Background: an optimization exercise with open tools, aiming at small area, a short achievable clock period and few clock cycles per item. Do not read the settings as production practice.
At most, simulation tests tie the RTL to the original design; equivalence was not proved.

== north ==
## gf2m_fu
module gf2m_fu (
    input  wire        clk,
    input  wire        rst,         
    input  wire        in_valid,
    output wire        in_ready,
    input  wire [2:0]  in_op,       
    input  wire [2:0]  in_pset,     
    input  wire [31:0] in_a,
    input  wire [31:0] in_b,
    output wire        out_valid,
    input  wire        out_ready,
    output wire [31:0] out_res,
    output wire [2:0]  out_err      
);
Size: roughly 78 flip-flops, ~110 I/O pins, roughly 0.0082 mm2 of cells after synthesis.
make LEC_CHECK=0 CAP_MARGIN=20 CORE_MARGIN=2 CORE_UTILIZATION=40 PLACE_DENSITY=0.6 SLEW_MARGIN=20 finish   # period 7.0 ns
run.sh (not shown) runs the stock make flow with config.mk's settings and CLKGATE_MAP_FILE= SYNTH_SCRIPT=/design/flow/synth_recipe.tcl, a recipe that flattens the netlist after the stock synthesis.
Modified inputs, south compared to north
- SETUP_SLACK_MARGIN newly set to 4.0
- ABC_CLOCK_PERIOD_IN_PS newly set to 3000
Notes after the runs:
- The routed length on met3 in south was higher than what north gave.
- Against north, south reports a met1 track demand over resource that is higher.
- Period utilization in south is 16 points below north.
- The run showing the smaller wire length on met1 is north.
Input-level comparison between east and south:
- a change of SETUP_SLACK_MARGIN from 4.0 to 3.0
- a deleted ABC_CLOCK_PERIOD_IN_PS that had been 3000
==> flow/flow/run.sh (new file) <==
#!/bin/bash
# The standard layout, with the port buffers made of the smallest buffer cell
# (sky130_fd_sc_hd__buf_1) instead of the delay cell buffer_ports picks.
set -euo pipefail
export BUFFER_PORTS_ARGS="-buffer_cell sky130_fd_sc_hd__buf_1"
bash standard.sh > standard_make.log 2>&1
==> flow/standard.sh (new file) <==
#!/bin/bash
# synth_recipe.tcl (not shown) runs the flow's synth.tcl, then flattens the netlist and writes it again
# the make line also repeats each setting of config.mk as NAME=value (left out here)
make -C /OpenROAD-flow-scripts/flow DESIGN_CONFIG=/design/flow/config.mk WORK_HOME=/design/flow/orfs CLKGATE_MAP_FILE= SYNTH_SCRIPT=/design/flow/synth_recipe.tcl "${@:-finish}"
removed: flow/run.sh
Results
The final layout from east, which completed every stage, passed the timing, DRC and antenna checks at the end of the flow.
Going from south to east, least setup slack across all paths after layout moved down; global routing met2 resource utilization moved down; critical path depth moved up; fraction of met1 tracks used by global routing moved down; post-layout instance area moved down.
Detailed-placement wirelength estimate shrinks by a few percent when moving from south to east.
east -> south: synthesized area per cell flat
Compared with south, east shows a higher area fraction of clock buffers and clock inverters.
east gives less wire length of the first global-routing pass than south did.
#### Input delta (west over east)
- a change of SETUP_SLACK_MARGIN from 3.0 to 4.0
==> flow/run.sh (new file) <==
#!/bin/bash
# synth_recipe.tcl (not shown) runs the flow's synth.tcl, then flattens the netlist and writes it again
# the make line also repeats each setting of config.mk as NAME=value (left out here)
make -C /OpenROAD-flow-scripts/flow DESIGN_CONFIG=/design/flow/config.mk WORK_HOME=/design/flow/orfs CLKGATE_MAP_FILE= SYNTH_SCRIPT=/design/flow/synth_recipe.tcl finish
removed: flow/flow/run.sh
removed: flow/standard.sh
==> run notes <==
Per the comparison of west with east, synthesized area shows no meaningful change, hold slack shows an increase of 12 ps, placed cell count shows no meaningful change.
Inputs modified between west and middle:
- SETUP_SLACK_MARGIN: 4.0 -> 3.0
Findings:
Comparing worst setup slack for register-to-register paths for west and middle, the smaller number came from middle. For west, the startpoint of the most critical setup path was acc[5], unlike middle, where it was acc[6]. west vs middle, destination of the critical timing path: res[4] vs acc[4]. middle reports a higher antenna diode count than west does. For final standard cell area without fillers, dividing the value from west by the value from middle gives 1.13.
No run of this note included a check of the RTL's function; only the layout flow was run.

Another version of the RTL of gf2m_fu (not shown whole).
Size in the first run: roughly 1,000 cells after synthesis, ~8700 µm² of cells after synthesis.
export LEC_CHECK = 0
export CAP_MARGIN = 20
export CORE_MARGIN = 2
export CORE_UTILIZATION = 40
export PLACE_DENSITY = 0.6
export SETUP_SLACK_MARGIN = 3.4
export SLEW_MARGIN = 20
create_clock -name core_clock -period 7.0 [get_ports {clk}]
standard.sh (not shown) runs the stock make flow with config.mk's settings and CLKGATE_MAP_FILE= SYNTH_SCRIPT=/design/flow/synth_recipe.tcl, a recipe that flattens the netlist after the stock synthesis.
==> flow/flow/run.sh <==
#!/bin/bash
# The standard layout, with the port buffers made of the smallest buffer cell
# (sky130_fd_sc_hd__buf_1) instead of the delay cell buffer_ports picks.
set -euo pipefail
export BUFFER_PORTS_ARGS="-buffer_cell sky130_fd_sc_hd__buf_1"
bash standard.sh > standard_make.log 2>&1
The starting point completed without violations.
Testbench counts at the start, summed over its fixed seeds: cycles 20,141, items 8,000.
Then changed:
- SETUP_SLACK_MARGIN: 3.4 -> 3.0
What happened: The new run finished with timing, DRC and antenna clean. Clock-buffer cell count fell by 1. Non-clock buffer count goes down by 80. Core utilization went down by 5.8 points. Register-to-register slack degrades by 0.14 ns. Die area stays the same. Routed wire length shrinks by 7.4%. Hold slack stays flat. Cell count is lower by 5.5%. Setup slack degrades by 0.14 ns. Sequential share of layout area came out higher by 2.2 points.
Then changed:
- CORE_UTILIZATION: 40 -> 65
- PLACE_DENSITY: 0.6 -> 0.75
Design area came out lower by about 2%.
Setup slack gets worse by 0.063 ns.
Sequential cell count stays the same.
Via count came out higher by 0.79%.
Global-route usage came out higher by 11 points.
Wire length came out lower by about 7%.

gf2m_fu, a different RTL version from the one above (not shown whole).
Size in the first run: about 110 I/O pins.
Settings: LEC_CHECK=0, CAP_MARGIN=20, CORE_MARGIN=2, CORE_UTILIZATION=40, CTS_BUF_LIST=sky130_fd_sc_hd__clkbuf_4 sky130_fd_sc_hd__clkbuf_8, PLACE_DENSITY=0.6, SETUP_SLACK_MARGIN=3.15, SLEW_MARGIN=20; clock period 7.0 ns.
Scripts as last shown in full above: flow/flow/run.sh
The starting point completed with no timing, DRC or antenna violations.
Testbench counts at the start, summed over its fixed seeds: cycles 20,141, items 8,000.
Edit:
CORE_UTILIZATION = 50   (was 40)
CTS_BUF_LIST = unset   (was sky130_fd_sc_hd__clkbuf_4 sky130_fd_sc_hd__clkbuf_8)
PLACE_DENSITY = 0.65   (was 0.6)
SETUP_SLACK_MARGIN = 2.8   (was 3.15)
=>
- die area falls by 19%
- core utilization rises by 8.8 points
- register-to-register slack gets worse by 0.27 ns
- synthesized cell count is unchanged
- clock skew falls by 0.0077 ns
- fmax falls by 6.7%
- hold slack gets worse by 0.010 ns
- worst setup slack gets worse by 0.27 ns
- design area falls by 5.8%

Starting RTL as in the previous note.
==> flow/config.mk <==
export PLATFORM = sky130hd
export DESIGN_NAME = gf2m_fu
export DESIGN_NICKNAME = gf2m_fu
export VERILOG_FILES = /design/flow/design.v
export SDC_FILE = /design/flow/constraint.sdc
export NUM_CORES = 4
export LEC_CHECK = 0
export CAP_MARGIN = 5
export CORE_MARGIN = 2
export CORE_UTILIZATION = 40
export CTS_BUF_LIST = sky130_fd_sc_hd__clkbuf_4 sky130_fd_sc_hd__clkbuf_8
export PLACE_DENSITY = 0.6
export SETUP_SLACK_MARGIN = 3.0
export SLEW_MARGIN = 5
==> flow/constraint.sdc <==
create_clock -name core_clock -period 7.0 [get_ports {clk}]
set_input_delay 1.4000 -clock core_clock [delete_from_list [all_inputs] [get_ports {clk}]]
set_output_delay 1.4000 -clock core_clock [all_outputs]
set_load 0.01 [all_outputs]
Scripts as last shown in full above: flow/flow/run.sh
Testbench counts at the start, summed over its fixed seeds: cycles 20,141, items 8,000.
Then changed:
==> flow/flow/run.sh (replaced) <==
#!/bin/bash
# The standard layout, with two changes:
# - the port buffers are the smallest buffer cell (sky130_fd_sc_hd__buf_1)
#   instead of the delay cell buffer_ports picks by default;
# - the 3-input XOR/XNOR cells are kept out of synthesis and repair (added to
#   the platform's don't-use list), so the GF(2) XOR trees map to 2-input
#   cells, which are smaller and faster here.
set -euo pipefail
export BUFFER_PORTS_ARGS="-buffer_cell sky130_fd_sc_hd__buf_1"
DONT_USE="sky130_fd_sc_hd__probe_p_8 sky130_fd_sc_hd__probec_p_8 sky130_fd_sc_hd__lpflow_bleeder_1 sky130_fd_sc_hd__lpflow_clkbufkapwr_1 sky130_fd_sc_hd__lpflow_clkbufkapwr_16 sky130_fd_sc_hd__lpflow_clkbufkapwr_2 sky130_fd_sc_hd__lpflow_clkbufkapwr_4 sky130_fd_sc_hd__lpflow_clkbufkapwr_8 sky130_fd_sc_hd__lpflow_clkinvkapwr_1 sky130_fd_sc_hd__lpflow_clkinvkapwr_16 sky130_fd_sc_hd__lpflow_clkinvkapwr_2 sky130_fd_sc_hd__lpflow_clkinvkapwr_4 sky130_fd_sc_hd__lpflow_clkinvkapwr_8 sky130_fd_sc_hd__lpflow_decapkapwr_12 sky130_fd_sc_hd__lpflow_decapkapwr_3 sky130_fd_sc_hd__lpflow_decapkapwr_4 sky130_fd_sc_hd__lpflow_decapkapwr_6 sky130_fd_sc_hd__lpflow_decapkapwr_8 sky130_fd_sc_hd__lpflow_inputiso0n_1 sky130_fd_sc_hd__lpflow_inputiso0p_1 sky130_fd_sc_hd__lpflow_inputiso1n_1 sky130_fd_sc_hd__lpflow_inputiso1p_1 sky130_fd_sc_hd__lpflow_inputisolatch_1 sky130_fd_sc_hd__lpflow_isobufsrc_1 sky130_fd_sc_hd__lpflow_isobufsrc_16 sky130_fd_sc_hd__lpflow_isobufsrc_2 sky130_fd_sc_hd__lpflow_isobufsrc_4 sky130_fd_sc_hd__lpflow_isobufsrc_8 sky130_fd_sc_hd__lpflow_isobufsrckapwr_16 sky130_fd_sc_hd__lpflow_lsbuf_lh_hl_isowell_tap_1 sky130_fd_sc_hd__lpflow_lsbuf_lh_hl_isowell_tap_2 sky130_fd_sc_hd__lpflow_lsbuf_lh_hl_isowell_tap_4 sky130_fd_sc_hd__lpflow_lsbuf_lh_isowell_4 sky130_fd_sc_hd__lpflow_lsbuf_lh_isowell_tap_1 sky130_fd_sc_hd__lpflow_lsbuf_lh_isowell_tap_2 sky130_fd_sc_hd__lpflow_lsbuf_lh_isowell_tap_4 sky130_fd_sc_hd__xor3_1 sky130_fd_sc_hd__xor3_2 sky130_fd_sc_hd__xor3_4 sky130_fd_sc_hd__xnor3_1 sky130_fd_sc_hd__xnor3_2 sky130_fd_sc_hd__xnor3_4"
bash standard.sh "DONT_USE_CELLS=$DONT_USE" finish > standard_make.log 2>&1
CAP_MARGIN = 20   (was 5)
SLEW_MARGIN = 20   (was 5)
Non-clock buffer count falls by 3.
Clock-buffer cell count came out higher by 1.
Core utilization grows by 0.45 points.
Worst setup slack gains 0.11 ns.
Then changed:
==> flow/flow/run.sh (replaced) <==
#!/bin/bash
# The standard layout, with the port buffers made of the smallest buffer cell
# (sky130_fd_sc_hd__buf_1) instead of the delay cell buffer_ports picks.
set -euo pipefail
export BUFFER_PORTS_ARGS="-buffer_cell sky130_fd_sc_hd__buf_1"
bash standard.sh > standard_make.log 2>&1
After rerunning: The changed run finished clean. Routed wire length goes down slightly. Cell area grows by a few percent. Utilization decreases by 0.45 points. Non-clock buffer count came out higher by 3.
Then changed:
GPL_ROUTABILITY_DRIVEN = 0   (was default)
Die area does not change.
Critical path depth came out lower by 2.
Synthesized cell count stays the same.
Via count rose slightly.

== run 1 ==
gf2m_fu, a different RTL version from the one above (not shown whole).
Size in the first run: about 980 cells after synthesis, ~77 flip-flops, roughly 8000 µm² of cells after synthesis.
// gf2m_fu
module gf2m_fu (
    input  wire        clk,
    input  wire        rst,         
    input  wire        in_valid,
    output wire        in_ready,
    input  wire [2:0]  in_op,       
    input  wire [2:0]  in_pset,     
    input  wire [31:0] in_a,
    input  wire [31:0] in_b,
    output wire        out_valid,
    input  wire        out_ready,
    output wire [31:0] out_res,
    output wire [2:0]  out_err      
);
Settings: LEC_CHECK=0, CAP_MARGIN=20, CORE_MARGIN=2, CORE_UTILIZATION=40, CTS_BUF_LIST=sky130_fd_sc_hd__clkbuf_4 sky130_fd_sc_hd__clkbuf_8, PLACE_DENSITY=0.6, SETUP_SLACK_MARGIN=3.2, SLEW_MARGIN=20; clock period 7.0 ns.
==> flow/flow/run.sh <==
#!/bin/bash
# The standard layout, with two changes:
# - the port buffers are the smallest buffer cell (sky130_fd_sc_hd__buf_1)
#   instead of the delay cell buffer_ports picks by default;
# - the 3-input XOR/XNOR cells are kept out of synthesis and repair (added to
#   the platform's don't-use list), so the GF(2) XOR trees map to 2-input
#   cells, which are smaller and faster here.
set -euo pipefail
export BUFFER_PORTS_ARGS="-buffer_cell sky130_fd_sc_hd__buf_1"
DONT_USE="sky130_fd_sc_hd__probe_p_8 sky130_fd_sc_hd__probec_p_8 sky130_fd_sc_hd__lpflow_bleeder_1 sky130_fd_sc_hd__lpflow_clkbufkapwr_1 sky130_fd_sc_hd__lpflow_clkbufkapwr_16 sky130_fd_sc_hd__lpflow_clkbufkapwr_2 sky130_fd_sc_hd__lpflow_clkbufkapwr_4 sky130_fd_sc_hd__lpflow_clkbufkapwr_8 sky130_fd_sc_hd__lpflow_clkinvkapwr_1 sky130_fd_sc_hd__lpflow_clkinvkapwr_16 sky130_fd_sc_hd__lpflow_clkinvkapwr_2 sky130_fd_sc_hd__lpflow_clkinvkapwr_4 sky130_fd_sc_hd__lpflow_clkinvkapwr_8 sky130_fd_sc_hd__lpflow_decapkapwr_12 sky130_fd_sc_hd__lpflow_decapkapwr_3 sky130_fd_sc_hd__lpflow_decapkapwr_4 sky130_fd_sc_hd__lpflow_decapkapwr_6 sky130_fd_sc_hd__lpflow_decapkapwr_8 sky130_fd_sc_hd__lpflow_inputiso0n_1 sky130_fd_sc_hd__lpflow_inputiso0p_1 sky130_fd_sc_hd__lpflow_inputiso1n_1 sky130_fd_sc_hd__lpflow_inputiso1p_1 sky130_fd_sc_hd__lpflow_inputisolatch_1 sky130_fd_sc_hd__lpflow_isobufsrc_1 sky130_fd_sc_hd__lpflow_isobufsrc_16 sky130_fd_sc_hd__lpflow_isobufsrc_2 sky130_fd_sc_hd__lpflow_isobufsrc_4 sky130_fd_sc_hd__lpflow_isobufsrc_8 sky130_fd_sc_hd__lpflow_isobufsrckapwr_16 sky130_fd_sc_hd__lpflow_lsbuf_lh_hl_isowell_tap_1 sky130_fd_sc_hd__lpflow_lsbuf_lh_hl_isowell_tap_2 sky130_fd_sc_hd__lpflow_lsbuf_lh_hl_isowell_tap_4 sky130_fd_sc_hd__lpflow_lsbuf_lh_isowell_4 sky130_fd_sc_hd__lpflow_lsbuf_lh_isowell_tap_1 sky130_fd_sc_hd__lpflow_lsbuf_lh_isowell_tap_2 sky130_fd_sc_hd__lpflow_lsbuf_lh_isowell_tap_4 sky130_fd_sc_hd__xor3_1 sky130_fd_sc_hd__xor3_2 sky130_fd_sc_hd__xor3_4 sky130_fd_sc_hd__xnor3_1 sky130_fd_sc_hd__xnor3_2 sky130_fd_sc_hd__xnor3_4"
bash standard.sh "DONT_USE_CELLS=$DONT_USE" finish > standard_make.log 2>&1
Testbench counts of run 1, summed over its fixed seeds: cycles 20,141, items 8,000.
Changes in run 2 relative to run 1:
# run 1
export LEC_CHECK = 0
export CAP_MARGIN = 20
export CORE_MARGIN = 2
export CORE_UTILIZATION = 40
export CTS_BUF_LIST = sky130_fd_sc_hd__clkbuf_4 sky130_fd_sc_hd__clkbuf_8
export PLACE_DENSITY = 0.6
export SETUP_SLACK_MARGIN = 3.2
export SLEW_MARGIN = 20
create_clock -name core_clock -period 7.0 [get_ports {clk}]
# run 2
export LEC_CHECK = 0
export CAP_MARGIN = 20
export CORE_MARGIN = 2
export CORE_UTILIZATION = 40
export PLACE_DENSITY = 0.6
export SETUP_SLACK_MARGIN = 3.0
export SLEW_MARGIN = 20
create_clock -name core_clock -period 7.0 [get_ports {clk}]
==> flow/flow/run.sh <==
#!/bin/bash
# The standard layout, with the port buffers made of the smallest buffer cell
# (sky130_fd_sc_hd__buf_1) instead of the delay cell buffer_ports picks.
set -euo pipefail
export BUFFER_PORTS_ARGS="-buffer_cell sky130_fd_sc_hd__buf_1"
bash standard.sh > standard_make.log 2>&1
--- outcome ---
Diff run 1 -> run 2: floorplan die width increased by 2.4 µm relative to the old numbers, routed wire length decreased by about 1.4% relative to the old numbers, starting density of the core closely matched the old numbers.
Taking run 1 as the reference, in run 2 buffer and inverter count on the worst path grew by 2, area after synthesis rose 3.4%.
Summary: with run 1 as the reference, maximum frequency in run 2 moved down by a few percent.
Summary of run 2 over run 1: overall track demand over capacity in global routing shows a reduction of 1.1 points.
A capturing instance or port of the critical path of res[5] is what run 1 shows, while res[10] belongs to run 2.
Inputs modified between run 2 and run 3:
# run 2
export LEC_CHECK = 0
export CAP_MARGIN = 20
export CORE_MARGIN = 2
export CORE_UTILIZATION = 40
export PLACE_DENSITY = 0.6
export SETUP_SLACK_MARGIN = 3.0
export SLEW_MARGIN = 20
create_clock -name core_clock -period 7.0 [get_ports {clk}]
# run 3
export LEC_CHECK = 0
export CAP_MARGIN = 20
export CORE_MARGIN = 2
export CORE_UTILIZATION = 40
export CTS_BUF_LIST = sky130_fd_sc_hd__clkbuf_4 sky130_fd_sc_hd__clkbuf_8
export PLACE_DENSITY = 0.6
export SETUP_SLACK_MARGIN = 2.8
export SLEW_MARGIN = 20
create_clock -name core_clock -period 7.0 [get_ports {clk}]
==> flow/flow/run.sh <==
#!/bin/bash
# The standard layout, with two changes:
# - the port buffers are the smallest buffer cell (sky130_fd_sc_hd__buf_1)
#   instead of the delay cell buffer_ports picks by default;
# - the 3-input XOR/XNOR cells are kept out of synthesis and repair (added to
#   the platform's don't-use list), so the GF(2) XOR trees map to 2-input
#   cells, which are smaller and faster here.
set -euo pipefail
export BUFFER_PORTS_ARGS="-buffer_cell sky130_fd_sc_hd__buf_1"
DONT_USE="sky130_fd_sc_hd__probe_p_8 sky130_fd_sc_hd__probec_p_8 sky130_fd_sc_hd__lpflow_bleeder_1 sky130_fd_sc_hd__lpflow_clkbufkapwr_1 sky130_fd_sc_hd__lpflow_clkbufkapwr_16 sky130_fd_sc_hd__lpflow_clkbufkapwr_2 sky130_fd_sc_hd__lpflow_clkbufkapwr_4 sky130_fd_sc_hd__lpflow_clkbufkapwr_8 sky130_fd_sc_hd__lpflow_clkinvkapwr_1 sky130_fd_sc_hd__lpflow_clkinvkapwr_16 sky130_fd_sc_hd__lpflow_clkinvkapwr_2 sky130_fd_sc_hd__lpflow_clkinvkapwr_4 sky130_fd_sc_hd__lpflow_clkinvkapwr_8 sky130_fd_sc_hd__lpflow_decapkapwr_12 sky130_fd_sc_hd__lpflow_decapkapwr_3 sky130_fd_sc_hd__lpflow_decapkapwr_4 sky130_fd_sc_hd__lpflow_decapkapwr_6 sky130_fd_sc_hd__lpflow_decapkapwr_8 sky130_fd_sc_hd__lpflow_inputiso0n_1 sky130_fd_sc_hd__lpflow_inputiso0p_1 sky130_fd_sc_hd__lpflow_inputiso1n_1 sky130_fd_sc_hd__lpflow_inputiso1p_1 sky130_fd_sc_hd__lpflow_inputisolatch_1 sky130_fd_sc_hd__lpflow_isobufsrc_1 sky130_fd_sc_hd__lpflow_isobufsrc_16 sky130_fd_sc_hd__lpflow_isobufsrc_2 sky130_fd_sc_hd__lpflow_isobufsrc_4 sky130_fd_sc_hd__lpflow_isobufsrc_8 sky130_fd_sc_hd__lpflow_isobufsrckapwr_16 sky130_fd_sc_hd__lpflow_lsbuf_lh_hl_isowell_tap_1 sky130_fd_sc_hd__lpflow_lsbuf_lh_hl_isowell_tap_2 sky130_fd_sc_hd__lpflow_lsbuf_lh_hl_isowell_tap_4 sky130_fd_sc_hd__lpflow_lsbuf_lh_isowell_4 sky130_fd_sc_hd__lpflow_lsbuf_lh_isowell_tap_1 sky130_fd_sc_hd__lpflow_lsbuf_lh_isowell_tap_2 sky130_fd_sc_hd__lpflow_lsbuf_lh_isowell_tap_4 sky130_fd_sc_hd__xor3_1 sky130_fd_sc_hd__xor3_2 sky130_fd_sc_hd__xor3_4 sky130_fd_sc_hd__xnor3_1 sky130_fd_sc_hd__xnor3_2 sky130_fd_sc_hd__xnor3_4"
bash standard.sh "DONT_USE_CELLS=$DONT_USE" finish > standard_make.log 2>&1
==> run notes <==
Run 2 -> run 3: post-placement cell area decreased by a few percent
Relative to run 2, met3 layer usage reported by global route has gone up in run 3.
NOTE overall routed net length run 2->run 3 decreased by a few percent
Taking run 2 as the reference, in run 3 detail-routed net length per standard cell up 0.53%, count of different cell masters after synthesis now smaller.
Run 2 → run 3: core utilization of the finished layout dropped 4.7 points; share of the clock period used by the worst path after layout increased 1.7 points.
Run 3 vs run 2: hold slack down in run 3
[run 3] synthesized area per cell fell 5.5% relative to run 2
Going from run 2 to run 3, post-layout net count shrank by a few percent.
#### Input delta (run 4 over run 3)
# run 3
export LEC_CHECK = 0
export CAP_MARGIN = 20
export CORE_MARGIN = 2
export CORE_UTILIZATION = 40
export CTS_BUF_LIST = sky130_fd_sc_hd__clkbuf_4 sky130_fd_sc_hd__clkbuf_8
export PLACE_DENSITY = 0.6
export SETUP_SLACK_MARGIN = 2.8
export SLEW_MARGIN = 20
create_clock -name core_clock -period 7.0 [get_ports {clk}]
# run 4
export LEC_CHECK = 0
export CAP_MARGIN = 20
export CORE_MARGIN = 2
export CORE_UTILIZATION = 40
export CTS_BUF_LIST = sky130_fd_sc_hd__clkbuf_4 sky130_fd_sc_hd__clkbuf_8
export PLACE_DENSITY = 0.6
export SETUP_SLACK_MARGIN = 3.0
export SLEW_MARGIN = 20
create_clock -name core_clock -period 7.0 [get_ports {clk}]
==> flow/flow/run.sh <==
#!/bin/bash
# The standard layout, with the port buffers made of the smallest buffer cell
# (sky130_fd_sc_hd__buf_1) instead of the delay cell buffer_ports picks.
set -euo pipefail
export BUFFER_PORTS_ARGS="-buffer_cell sky130_fd_sc_hd__buf_1"
bash standard.sh > standard_make.log 2>&1
Launching instance or port of the critical path = acc[7]: run 4; launching instance or port of the critical path = acc[8]: run 3
In terms of final routed wirelength across all metal layers, run 4 and run 3 differ only marginally.
Between run 3 and run 4, the starting density of the core does not differ in any meaningful way.
Final number of setup-violating endpoints: run 4 vs run 3 identical
Clock period minus worst slack: run 4 better than run 3
Diff run 3 -> run 4 | placeable core region | increase of about 3.6%
Most common cell after layout, fill and taps aside: nor2_1 -> run 4, xnor2_1 -> run 3
Input-level comparison between run 5 and run 4:
==> flow/flow/run.sh <==
#!/bin/bash
# The standard layout, with two changes:
# - the port buffers are the smallest buffer cell (sky130_fd_sc_hd__buf_1)
#   instead of the delay cell buffer_ports picks by default;
# - the 3-input XOR/XNOR cells are kept out of synthesis and repair (added to
#   the platform's don't-use list), so the GF(2) XOR trees map to 2-input
#   cells, which are smaller and faster here.
set -euo pipefail
export BUFFER_PORTS_ARGS="-buffer_cell sky130_fd_sc_hd__buf_1"
DONT_USE="sky130_fd_sc_hd__probe_p_8 sky130_fd_sc_hd__probec_p_8 sky130_fd_sc_hd__lpflow_bleeder_1 sky130_fd_sc_hd__lpflow_clkbufkapwr_1 sky130_fd_sc_hd__lpflow_clkbufkapwr_16 sky130_fd_sc_hd__lpflow_clkbufkapwr_2 sky130_fd_sc_hd__lpflow_clkbufkapwr_4 sky130_fd_sc_hd__lpflow_clkbufkapwr_8 sky130_fd_sc_hd__lpflow_clkinvkapwr_1 sky130_fd_sc_hd__lpflow_clkinvkapwr_16 sky130_fd_sc_hd__lpflow_clkinvkapwr_2 sky130_fd_sc_hd__lpflow_clkinvkapwr_4 sky130_fd_sc_hd__lpflow_clkinvkapwr_8 sky130_fd_sc_hd__lpflow_decapkapwr_12 sky130_fd_sc_hd__lpflow_decapkapwr_3 sky130_fd_sc_hd__lpflow_decapkapwr_4 sky130_fd_sc_hd__lpflow_decapkapwr_6 sky130_fd_sc_hd__lpflow_decapkapwr_8 sky130_fd_sc_hd__lpflow_inputiso0n_1 sky130_fd_sc_hd__lpflow_inputiso0p_1 sky130_fd_sc_hd__lpflow_inputiso1n_1 sky130_fd_sc_hd__lpflow_inputiso1p_1 sky130_fd_sc_hd__lpflow_inputisolatch_1 sky130_fd_sc_hd__lpflow_isobufsrc_1 sky130_fd_sc_hd__lpflow_isobufsrc_16 sky130_fd_sc_hd__lpflow_isobufsrc_2 sky130_fd_sc_hd__lpflow_isobufsrc_4 sky130_fd_sc_hd__lpflow_isobufsrc_8 sky130_fd_sc_hd__lpflow_isobufsrckapwr_16 sky130_fd_sc_hd__lpflow_lsbuf_lh_hl_isowell_tap_1 sky130_fd_sc_hd__lpflow_lsbuf_lh_hl_isowell_tap_2 sky130_fd_sc_hd__lpflow_lsbuf_lh_hl_isowell_tap_4 sky130_fd_sc_hd__lpflow_lsbuf_lh_isowell_4 sky130_fd_sc_hd__lpflow_lsbuf_lh_isowell_tap_1 sky130_fd_sc_hd__lpflow_lsbuf_lh_isowell_tap_2 sky130_fd_sc_hd__lpflow_lsbuf_lh_isowell_tap_4 sky130_fd_sc_hd__xor3_1 sky130_fd_sc_hd__xor3_2 sky130_fd_sc_hd__xor3_4 sky130_fd_sc_hd__xnor3_1 sky130_fd_sc_hd__xnor3_2 sky130_fd_sc_hd__xnor3_4"
bash standard.sh "DONT_USE_CELLS=$DONT_USE" finish > standard_make.log 2>&1
- Run 5 completed; timing, DRC and antenna clean
- Summary of run 5 over run 4: post-layout net count shows an increase of 8, complex-gate fraction of the synthesized area shows a reduction of 2.5 points, worst hold slack shows a reduction of 5.6 ps, sequential share of layout area shows an increase of 1.4 points.
- nor2_1 as the most common library cell in the layout ignoring fill and taps was reported by run 4, and xnor2_1 by run 5.

==> separate check: timing with driven ports <==
How much do the figures lean on ideal ports? The routed layouts below were timed once more, with nothing changed but the port constraints. Step 1 (the two cells are an assumption about what drives the block):
set clk [get_ports {clk}]
set_driving_cell -lib_cell sky130_fd_sc_hd__clkbuf_16 $clk
set_driving_cell -lib_cell sky130_fd_sc_hd__buf_2 [delete_from_list [all_inputs] $clk]
Step 2 also shifts input and output timing later by t, the mid clock arrival at the registers, as if the neighbouring blocks saw the same clock. Three values: ideal ports, drivers, drivers and shift; two values: the first two.
run	t, ns	setup slack, ns	worst hold slack (ns)
north	0.365	1.943 / 1.943 / 1.943	0.461 / 0.461 / 0.461
south	0.365	3.039 / 3.039 / 3.039	0.475 / 0.475 / 0.475
east	0.372	2.901 / 2.901 / 2.901	0.463 / 0.463 / 0.463
west	0.365	3.039 / 3.039 / 3.039	0.475 / 0.475 / 0.475
middle	0.368	2.975 / 2.975 / 2.938	0.457 / 0.457 / 0.457
the first run of note 2	0.371	3.271 / 3.271 / 3.271	0.465 / 0.465 / 0.465
the second run of note 2	0.373	3.135 / 3.135 / 3.135	0.465 / 0.465 / 0.465
the third run of note 2	0.369	3.073 / 3.073 / 3.073	0.468 / 0.468 / 0.468
the first run of note 3	0.388	3.203 / 3.203 / 3.203	0.469 / 0.469 / 0.469
the second run of note 3	0.378	2.928 / 2.928 / 2.928	0.459 / 0.459 / 0.459
the first run of note 4	0.393	3.032 / 3.032 / 3.032	0.470 / 0.470 / 0.470
the second run of note 4	0.385	3.144 / 3.144 / 3.144	0.463 / 0.463 / 0.463
the third run of note 4	0.393	3.032 / 3.032 / 3.032	0.470 / 0.470 / 0.470
the fourth run of note 4	0.389	3.128 / 3.128 / 3.128	0.471 / 0.471 / 0.471
run 1	0.387	3.248 / 3.248 / 3.248	0.460 / 0.460 / 0.460
run 2	0.365	3.081 / 3.081 / 3.081	0.464 / 0.464 / 0.464
run 3	0.386	2.963 / 2.963 / 2.963	0.461 / 0.461 / 0.461
run 4	0.384	3.125 / 3.125 / 3.125	0.466 / 0.466 / 0.466
run 5	0.384	3.061 / 3.061 / 3.061	0.461 / 0.461 / 0.461
After both steps setup and hold are still met in every run listed. The setup slack of middle, which loses most, moves by 0.000 ns with the drivers and by -0.037 ns with both steps.
